Background: an optimization exercise with open tools, aiming at small area and a short achievable clock period. Do not read the settings as production practice.
RTL that was checked went through simulation tests only; none was proved equivalent to the original.
Function not checked in run 2: the RTL went through the layout flow alone.
No activity file was given, so power comes from the tool's default toggle rates.

==> flow/design.v, too long to show whole: its modules and the start of the top module <==
// module atis_classifier: 1214 lines
// module atis_fa: 9 lines
// module atis_ha: 8 lines
// module atis_sync: 126 lines
// module atis_decoder: 37 lines
module atis_decoder (
    input  wire        clk,
    input  wire        rst,
    input  wire        sample_valid,
    input  wire [15:0] sample,
    output wire        id_valid,
    output wire [34:0] id_pairs,
    output wire [3:0]  id_len,
    output wire [79:0] id_text,
    output wire        locked,
    output wire        fault_ovf
);
  // ...
==> flow/flow/run.sh <==
#!/bin/bash
# Own layout flow: the standard flow (standard.sh, unchanged synthesis,
# floorplan, power grid, placement, CTS and routing), with plain buffers
# instead of delay buffers on the ports, and timing repair asked for 8 ns
# of setup slack at the 12 ns clock. The full make output goes to
# standard.log; ORFS keeps each step's log under orfs/logs.
set -euo pipefail
export BUFFER_PORTS_ARGS="-buffer_cell sky130_fd_sc_hd__buf_2"
export SETUP_SLACK_MARGIN=8.0
bash standard.sh > standard.log 2>&1
==> flow/standard.sh <==
#!/bin/bash
# synth_recipe.tcl (not shown) runs the flow's synth.tcl, then flattens the netlist and writes it again
# the make line also repeats each setting of config.mk as NAME=value (left out here)
make -C /OpenROAD-flow-scripts/flow DESIGN_CONFIG=/design/flow/config.mk WORK_HOME=/design/flow/orfs CLKGATE_MAP_FILE= SYNTH_SCRIPT=/design/flow/synth_recipe.tcl "${@:-finish}"
==> flow/config.mk <==
export PLATFORM = sky130hd
export DESIGN_NAME = atis_decoder
export DESIGN_NICKNAME = atis_decoder
export VERILOG_FILES = /design/flow/design.v
export SDC_FILE = /design/flow/constraint.sdc
export NUM_CORES = 4
export LEC_CHECK = 0
export CAP_MARGIN = 20
export CORE_MARGIN = 2
export CORE_UTILIZATION = 65
export SLEW_MARGIN = 20
export SYNTH_HIERARCHICAL = 1
export SYNTH_MINIMUM_KEEP_SIZE = 0
==> flow/constraint.sdc <==
create_clock -name core_clock -period 12.0 [get_ports {clk}]
set_input_delay 2.4000 -clock core_clock [delete_from_list [all_inputs] [get_ports {clk}]]
set_output_delay 2.4000 -clock core_clock [all_outputs]
set_load 0.01 [all_outputs]
==> flow_metrics.py, run 1 <==
metrics = {
    "logic_synthesis": {
        "synthesis.area_um2": 46500,
        "top_cells_by_area_in_the_synthesized_netlist": "fa_1 23%, dfxtp_1 20%, edfxtp_1 11%",
        "synth-adder-area-share_pct": 31.3,
        "yosys.area.top_type": "fa_1",
        "synth-compound-area-share_pct": 12.9,
        "postSynthAreaPerCell_um2": 11.0,
    },
    "routing": {
        "routedWlPerCell_um": 23.3,
        "drc_marker_count_from_the_first_detailed_route_iteration": 3188,
        "maxUsedRoutingLayer": "met4",
        "drt-total-wl_mm": 120,
    },
    "cells_and_area": {
        "final-clk-cell-share_pct": 5.31,
        "layout-drive-gt1-share_pct": 8.00,
        "regArea_um2": 14300,
        "final_common_cell": "fa_1",
    },
    "floorplanning": {
        "design.core.area_um2": 71100,
        "number_of_ports_placed_on_the_die_boundary": 141,
        "initial_utilization_pct": 65.4,
    },
    "setup_path": {
        "worstPathCellList": "buf_8 -> buf_8 -> nor2b_1 -> fa_1 -> fa_1 -> fa_1 -> fa_1",
        "r2r-start": "u_classifier.first_q$_DFF_P_",
        "critical-path-slowest-cell": "dfxtp_4",
        "worstPathBufferInverterCount": 2,
    },
    "global_route": {
        "most_utilized_layer_in_the_global_route_result": "met2",
    },
    "power_and_ir_drop": {
        "p_clk_share_pct": 24.1,
        "sw_share_pct": 38.2,
        "pwr.group.clock_mw": 2.41,
        "post-layout-total-power_mw": 10.0,
    },
    "clock_tree": {
        "cts_buffers": 71,
    },
    "place": {
        "portBuffers": 99,
        "dp.cells": 5032,
        "gp_congestion": 0.977,
    },
    "flow_run": {
        "drv_cap": 0,
    },
    "run_status": {
        "status": "finished clean",
    },
}
==> run 2, diff against run 1 <==
--- a/flow/design.v
+++ b/flow/design.v
@@ -5,36 +5,60 @@
     input  wire [15:0] sample,         
     output reg         rst_q,          
     output reg         bit_valid,
     output reg         bit_out
 );
     reg        valid_q;
     reg        first_q;        
     reg [15:0] x_q;
-    reg [19:0] oh;             
+    reg  [4:0] wcount;         
     wire       take = sample_valid && !rst;
-    wire [19:0] oh_n = rst_q ? 20'd1 : !valid_q ? oh : {oh[18:0], oh[19]};
-    wire [17:0] rom_cm_n = {|(oh_n & 20'h03fc0), |(oh_n & 20'he0f07), |(oh_n & 20'h1b0c8), |(oh_n & 20'h290a4), |(oh_n & 20'h02094), |(oh_n & 20'h39920), |(oh_n & 20'h82112), |(oh_n & 20'h04802), |(oh_n & 20'h935dc), |(oh_n & 20'h449b8), |(oh_n & 20'hd0040), |(oh_n & 20'h2d9ba), |(oh_n & 20'h37816), |(oh_n & 20'h60e04), |(oh_n & 20'h170b2), |(oh_n & 20'hd66da), |(oh_n & 20'h926d8), |(oh_n & 20'h44122)};
-    wire [17:0] rom_sm_n = {|(oh_n & 20'h3fc00), |(oh_n & 20'h0f078), |(oh_n & 20'h30d86), |(oh_n & 20'h5094a), |(oh_n & 20'h11480), |(oh_n & 20'hc8b4e), |(oh_n & 20'h4929a), |(oh_n & 20'h89880), |(oh_n & 20'h6235a), |(oh_n & 20'ha0662), |(oh_n & 20'h08240), |(oh_n & 20'hb243e), |(oh_n & 20'h08806), |(oh_n & 20'h01804), |(oh_n & 20'h8e09a), |(oh_n & 20'h354b8), |(oh_n & 20'h104a8), |(oh_n & 20'ha5354)};
-    wire [17:0] rom_cs_n = {|(oh_n & 20'hf81f0), |(oh_n & 20'h718e3), |(oh_n & 20'h8a514), |(oh_n & 20'h0001a), |(oh_n & 20'h10780), |(oh_n & 20'h4e03a), |(oh_n & 20'hd1f26), |(oh_n & 20'h11120), |(oh_n & 20'hc6e1e), |(oh_n & 20'h0a484), |(oh_n & 20'h4126c), |(oh_n & 20'h8a492), |(oh_n & 20'h014f0), |(oh_n & 20'h30d40), |(oh_n & 20'h830b6), |(oh_n & 20'hf2b8e), |(oh_n & 20'ha2206), |(oh_n & 20'h509c8)};
-    wire [17:0] rom_ss_n = {|(oh_n & 20'hc0780), |(oh_n & 20'h8e31c), |(oh_n & 20'h514a2), |(oh_n & 20'h0bcf4), |(oh_n & 20'h03c10), |(oh_n & 20'hb80e4), |(oh_n & 20'h300c0), |(oh_n & 20'h09110), |(oh_n & 20'hf0ec6), |(oh_n & 20'hbc906), |(oh_n & 20'h6cd04), |(oh_n & 20'h920a2), |(oh_n & 20'h01618), |(oh_n & 20'h05610), |(oh_n & 20'h1a908), |(oh_n & 20'hc488a), |(oh_n & 20'hc088a), |(oh_n & 20'h27214)};
+    wire [4:0] wcount_n = rst_q ? 5'd0 :
+                          !valid_q ? wcount :
+                          (wcount == 5'd19) ? 5'd0 : wcount + 5'd1;
+    reg [17:0] rom_cm_n, rom_sm_n, rom_cs_n, rom_ss_n;
+    always @* begin
+        case (wcount_n)
+            5'd0: begin rom_cm_n = 18'o200000; rom_sm_n = 18'o000000; rom_cs_n = 18'o200000; rom_ss_n = 18'o000000; end
+            5'd1: begin rom_cm_n = 18'o206155; rom_sm_n = 18'o155550; rom_cs_n = 18'o255116; rom_ss_n = 18'o101506; end
+            5'd2: begin rom_cm_n = 18'o261060; rom_sm_n = 18'o110161; rom_cs_n = 18'o105616; rom_ss_n = 18'o251601; end
+            5'd3: begin rom_cm_n = 18'o101506; rom_sm_n = 18'o255116; rom_cs_n = 18'o051205; rom_ss_n = 18'o200056; end
+            5'd4: begin rom_cm_n = 18'o025556; rom_sm_n = 18'o205115; rom_cs_n = 18'o551150; rom_ss_n = 18'o262061; end
+            5'd5: begin rom_cm_n = 18'o050511; rom_sm_n = 18'o200506; rom_cs_n = 18'o616250; rom_ss_n = 18'o150100; end
+            5'd6: begin rom_cm_n = 18'o501206; rom_sm_n = 18'o251601; rom_cs_n = 18'o600261; rom_ss_n = 18'o055000; end
+            5'd7: begin rom_cm_n = 18'o561516; rom_sm_n = 18'o126016; rom_cs_n = 18'o620555; rom_ss_n = 18'o555106; end
+            5'd8: begin rom_cm_n = 18'o615501; rom_sm_n = 18'o151001; rom_cs_n = 18'o526025; rom_ss_n = 18'o602610; end
+            5'd9: begin rom_cm_n = 18'o600026; rom_sm_n = 18'o015601; rom_cs_n = 18'o025206; rom_ss_n = 18'o601061; end
+            5'd10: begin rom_cm_n = 18'o601026; rom_sm_n = 18'o520506; rom_cs_n = 18'o125560; rom_ss_n = 18'o561260; end
+            5'd11: begin rom_cm_n = 18'o612560; rom_sm_n = 18'o552060; rom_cs_n = 18'o205025; rom_ss_n = 18'o061616; end
+            5'd12: begin rom_cm_n = 18'o551150; rom_sm_n = 18'o626025; rom_cs_n = 18'o206250; rom_ss_n = 18'o162061; end
+            5'd13: begin rom_cm_n = 18'o525056; rom_sm_n = 18'o601110; rom_cs_n = 18'o111516; rom_ss_n = 18'o260111; end
+            5'd14: begin rom_cm_n = 18'o002555; rom_sm_n = 18'o600015; rom_cs_n = 18'o011000; rom_ss_n = 18'o200625; end
+            5'd15: begin rom_cm_n = 18'o150100; rom_sm_n = 18'o616250; rom_cs_n = 18'o510500; rom_ss_n = 18'o252610; end
+            5'd16: begin rom_cm_n = 18'o111256; rom_sm_n = 18'o560106; rom_cs_n = 18'o626025; rom_ss_n = 18'o115510; end
+            5'd17: begin rom_cm_n = 18'o250160; rom_sm_n = 18'o501505; rom_cs_n = 18'o600026; rom_ss_n = 18'o015601; end
+            5'd18: begin rom_cm_n = 18'o200625; rom_sm_n = 18'o055000; rom_cs_n = 18'o615205; rom_ss_n = 18'o501206; end
+            5'd19: begin rom_cm_n = 18'o205206; rom_sm_n = 18'o012511; rom_cs_n = 18'o505116; rom_ss_n = 18'o611506; end
+            default: begin rom_cm_n = 18'd0; rom_sm_n = 18'd0; rom_cs_n = 18'd0; rom_ss_n = 18'd0; end
+        endcase
+    end
     reg [17:0] rom_cm, rom_sm, rom_cs, rom_ss;
     reg        fin_go;         
     always @(posedge clk) begin
         rst_q   <= rst;
         valid_q <= take;
         x_q     <= take ? sample : 16'd0;
-        first_q <= take && oh_n[0];
-        oh      <= oh_n;
+        first_q <= take && (wcount_n == 5'd0);
+        wcount  <= wcount_n;
         rom_cm  <= rom_cm_n;
         rom_sm  <= rom_sm_n;
         rom_cs  <= rom_cs_n;
         rom_ss  <= rom_ss_n;
-        fin_go  <= valid_q && oh[19];
+        fin_go  <= valid_q && (wcount == 5'd19);
     end
     wire [16:0] xs = {x_q[15], x_q};
     wire [16:0] x2 = {x_q, 1'b0};
     wire [16:0] pp_cm_0 = (({17{rom_cm[0]}} & xs) | ({17{rom_cm[1]}} & x2)) ^ {17{rom_cm[2]}};
     wire [16:0] pp_cm_1 = (({17{rom_cm[3]}} & xs) | ({17{rom_cm[4]}} & x2)) ^ {17{rom_cm[5]}};
     wire [16:0] pp_cm_2 = (({17{rom_cm[6]}} & xs) | ({17{rom_cm[7]}} & x2)) ^ {17{rom_cm[8]}};
     wire [16:0] pp_cm_3 = (({17{rom_cm[9]}} & xs) | ({17{rom_cm[10]}} & x2)) ^ {17{rom_cm[11]}};
     wire [16:0] pp_cm_4 = (({17{rom_cm[12]}} & xs) | ({17{rom_cm[13]}} & x2)) ^ {17{rom_cm[14]}};
==> flow/run.sh (new file) <==
#!/bin/bash
# synth_recipe.tcl (not shown) runs the flow's synth.tcl, then flattens the netlist and writes it again
# the make line also repeats each setting of config.mk as NAME=value (left out here)
make -C /OpenROAD-flow-scripts/flow DESIGN_CONFIG=/design/flow/config.mk WORK_HOME=/design/flow/orfs CLKGATE_MAP_FILE= SYNTH_SCRIPT=/design/flow/synth_recipe.tcl finish
removed: flow/flow/run.sh
removed: flow/standard.sh
==> flow_metrics.py, run 2 <==
metrics = {
    "setup_path": {
        "cp.required_ns": 9.60,
        "crit-reg2reg-capture": "u_classifier.c_cs[10]$_DFF_P_",
        "worstPathBufferInverterCount": 1,
        "crit_family": "buffers and inverters",
        "largest_stage_delay_on_the_critical_path_ns": 0.60,
        "timing.reg2reg.setup_slack_ns": 8.16,
        "worstPathCellList": "clkdlybuf4s50_1",
        "setup.worst_path.end_class": "output pin",
        "critPathKind": "register to output pin",
        "cp_max_fo": 9,
        "critical-path-slowest-cell": "clkdlybuf4s50_1",
        "cp.arrival_ns": 1.70,
        "r2r-start": "u_classifier.first_q$_DFF_P_",
        "rr_worst_depth": 6,
        "critPathLaunchType": "register",
    },
    "routing": {
        "viasPerCell": 6.22,
        "drc_marker_count_from_the_first_detailed_route_iteration": 3055,
        "drt_drc_violations_left": 0,
        "routedWlPerCell_um": 23.1,
        "drt_first_pass_iters": 6,
        "drt-total-wl_mm": 121,
        "routed-via-count": 32625,
        "ant_nets": 0,
    },
    "cells_and_area": {
        "filler_cell_count": 5434,
        "nets": 5115,
        "most_flops_register": "u_sync.dig",
        "final_common_cell": "fa_1",
        "area_delta_synth_final_pct": 7.70,
        "post_layout_nonfiller_instances": 5247,
        "number_of_flip_flops_under_the_largest_register_name": 40,
        "top_regs": "u_sync.dig x40, u_sync.id_pairs x35",
        "mostFrequentLayoutCells": "538 x fa_1, 518 x xnor2_1, 463 x a22oi_1, 423 x dfxtp_1, 318 x ha_1",
        "layout-drive-gt1-share_pct": 5.07,
    },
    "clock_tree": {
        "worstSkewPairLatency_ns": 0.63,
        "ctsHoldBuffers": 0,
        "cts.root.buffer_cell": "clkbuf_16",
        "cts_buffers": 71,
        "post_cts_resized": 0,
        "cts.sink_count": 612,
        "ctsHtreeMaxLevel": 3,
        "post-cts-setup-buffers": 0,
        "max-clock-path-buffers": 3,
        "tritoncts": "built",
        "cts.clk_slew.worst_paths_ns": 0.06,
    },
    "worst_hold_path": {
        "number_of_cells_traversed_by_the_worst_hold_path": 1,
        "type_of_the_most_critical_hold_path": "register to register",
        "hold_end": "u_sync.act$_SDFF_PP0_",
        "hold_path_startpoint": "u_sync.pend$_SDFF_PP0_",
    },
    "power_and_ir_drop": {
        "leakage_nw": 20.6,
        "combPwrFrac_pct": 46.6,
        "vdd_drop_max_v": 0.000143,
        "post-layout-total-power_mw": 9.95,
        "power_density_nw_per_um2": 197,
        "p_clk_share_pct": 22.7,
        "sw_share_pct": 38.8,
        "internal-power_mw": 6.09,
        "power.net_switching_mw": 3.86,
        "p_seq_share_pct": 30.6,
    },
    "floorplanning": {
        "number_of_ports_placed_on_the_die_boundary": 141,
        "dieHeight_um": 272,
        "floorplan.die_area_um2": 74200,
        "initial_utilization_pct": 65.6,
        "die_width_um": 272,
        "design.core.area_um2": 71400,
        "floorplan.rows": 98,
    },
    "logic_synthesis": {
        "yosysWarnings": 9,
        "ys_seq_area_share_pct": 29.8,
        "synth_cell_types": 85,
        "top_cells_by_area_in_the_synthesized_netlist": "fa_1 23%, dfxtp_1 19%, edfxtp_1 11%",
        "synth-edff-count": 168,
        "synthesis.area_um2": 46800,
        "netlist_top_cells_count": "538 x fa_1, 518 x xnor2_1, 463 x a22oi_1, 444 x dfxtp_1, 318 x ha_1",
        "syn_inst": 4350,
        "postSynthAreaPerCell_um2": 10.8,
        "synth_most_common_cell": "fa_1",
        "ys_ff_latch": 612,
        "yosys.area.top_type": "fa_1",
        "synth.top_cell.area_share_pct": 23.0,
        "synth_flop_type": "dfxtp_1",
        "async_flop_share_pct": 0,
    },
    "sta": {
        "slew-limit-headroom_pct": 23.9,
        "max_clock_freq_mhz": 244,
        "fin_setup_tns_ns": 0,
        "rsz0062_at_grt": "no",
        "post-route-period-util_pct": 34.2,
        "timing.final.setup_violations": 0,
        "final-hold-violation-count": 0,
        "clock_skew_ns": 0.0264,
        "slew_violations": 0,
        "worstMarginPinSlew_ns": 1.14,
        "final_period_minus_worst_setup_slack_ns": 4.10,
    },
    "global_route": {
        "grt_start_max_net_pins": 189,
        "first_global_vias": 33270,
        "globalRoute.totalOverflow": 0,
        "grt_first_pass_wirelength_mm": 191,
        "initial_antenna_violation_count": 0,
        "grt_util_all_layers_pct": 33.0,
    },
    "run_status": {
        "status": "finished clean",
    },
    "place": {
        "dp.cells": 5117,
        "portBuffers": 99,
        "gp_congestion": 0.988,
        "detailed_place_hpwl_mm": 85.2,
    },
    "flow_run": {
        "drv_cap": 0,
    },
}
-- run 2: changes by cell type in the layout (fill, tap and decap cells not counted), sizes merged, moves of 15 or more --
cell           previous run  this run
clkdlybuf4s50             0        99
buf                     151        55
o21ai                    80       121
a21oi                   144       183
nand2                   203       230
nand4                    47        20
nor3                     52        25
mux2i                    21         3
nor2                    100       116
dfxtp                   459       444
ha                      303       318
-- run 2: how the worst max path moves through the flow --
| stage | start | to | cells after the start |
|---|---|---|---|
| final | u_sync.locked$_SDFFE_PP0P_ | locked | 1 |
| after global placement | sample_valid | u_classifier.first_q$_DFF_P_ | 4 |
| after global routing | u_sync.locked$_SDFFE_PP0P_ | locked | 1 |
| after CTS | u_sync.locked$_SDFFE_PP0P_ | locked | 1 |
| after detailed placement | sample_valid | u_classifier.first_q$_DFF_P_ | 4 |
| after floorplan | u_sync.locked$_SDFFE_PP0P_ | u_sync.locked$_SDFFE_PP0P_ | 6 |
-- run 2: worst register-to-register path, stage by stage (launching register included) --
cell and delay (ns):
dfxtp_4 0.76, buf_12 0.58, nor2b_1 0.41, fa_1 0.57, fa_1 0.44, fa_1 0.54
fa_1 0.41
-- run 2: layout make-up --
| type | instances | area (µm²) | share of cell area (%) |
|---|---|---|---|
| Multi-Input combinational cell | 3252 | 30900 | 61.2 |
| Sequential cell | 612 | 14000 | 27.7 |
| Clock buffer | 96 | 1980 | 3.93 |
| Inverter | 149 | 559 | 1.11 |
| Clock inverter | 33 | 445 | 0.883 |
| Timing Repair Buffer | 154 | 1420 | 2.81 |
| Antenna cell | 1 | 2.50 | 0.00496 |
| Tap cell | 950 | 1190 | 2.36 |
-- run 2: cell families after synthesis --
kind of cell | count (synthesis) | synth area share, %
mux | 12 | 0.281
flops | 612 | 29.8
buf+inv | 524 | 4.61
xor+xnor | 581 | 10.9
simple gates | 788 | 8.63
fa+ha+maj | 856 | 31.5
other cells | 4 | 0.0320
compound gates | 973 | 14.3
-- run 2: through the flow --
stage,hold slack [ns],setup slack [ns],utilization [%],instance area (µm²)
final,0.433,7.90,70.7,50400
after global routing,0.444,7.81,70.7,50400
after CTS,0.438,7.86,70.7,50400
after detailed placement,0.427,8.17,67.3,48000
after global placement,0.420,8.10,67.3,48000
after floorplan,0.400,8.66,-,47000
-- run 2: per-module statistics from Yosys (local to each module, per instance) --
module / flip-flops and latches / cell area (µm²) / times used / cells inside
atis_classifier: 500 / 30200 / 1 / 3400
atis_sync: 112 / 4590 / 1 / 309
atis_fa: 0 / 20.0 / 534 / 1
atis_ha: 0 / 12.5 / 105 / 1
atis_decoder: 0 / 11.3 / 1 / 2
-- run 2: power by group through the flow --
stage                     combinational (mW)  sequential, mW  clock, mW
after floorplan                         3.44            2.92          0
after global placement                  4.43            3.08          0
after detailed placement                4.62            3.08          0
after CTS                               4.66            3.04       2.30
after global routing                    5.28            3.09       2.38
final                                   4.64            3.05       2.26
-- run 2: layer usage --
layer | global-route usage [%] | wire length [µm] | vias up
met2 | 53.1 | 56600 | 1463
met1 | 45.3 | 50900 | 16214
met3 | 5.46 | 9550 | 269
li1 | - | - | 14679
met4 | 12.1 | 4100 | 0
met5 | 0.449 | 0 | -

==> separate check: timing with driven ports <==
The flow's constraints put no driver on any port. The routed layouts listed below were extracted and timed again, unchanged, in two steps. Step 1 sets driving cells, clkbuf_16 on the clock port and buf_2 on the other inputs (assumed; they add their load-dependent delay and slew). Step 2 also shifts input and output timing later by t, the mid clock arrival at the registers, as if the neighbouring blocks saw the same clock. Slacks: no drivers / after step 1 / after step 2; pairs: no drivers / after step 1.
run | t (ns) | slack for setup (ns) | latest minus earliest clock arrival (ns) | worst register clock-pin slew, ns
run 1 | 0.701 | 8.183 / 8.183 / 8.183 | 0.036 / 0.037 | 0.06 / 0.06
run 2 | 0.682 | 7.900 / 7.832 / 8.160 | 0.029 / 0.029 | 0.07 / 0.07
After both steps every run listed still meets setup and hold.
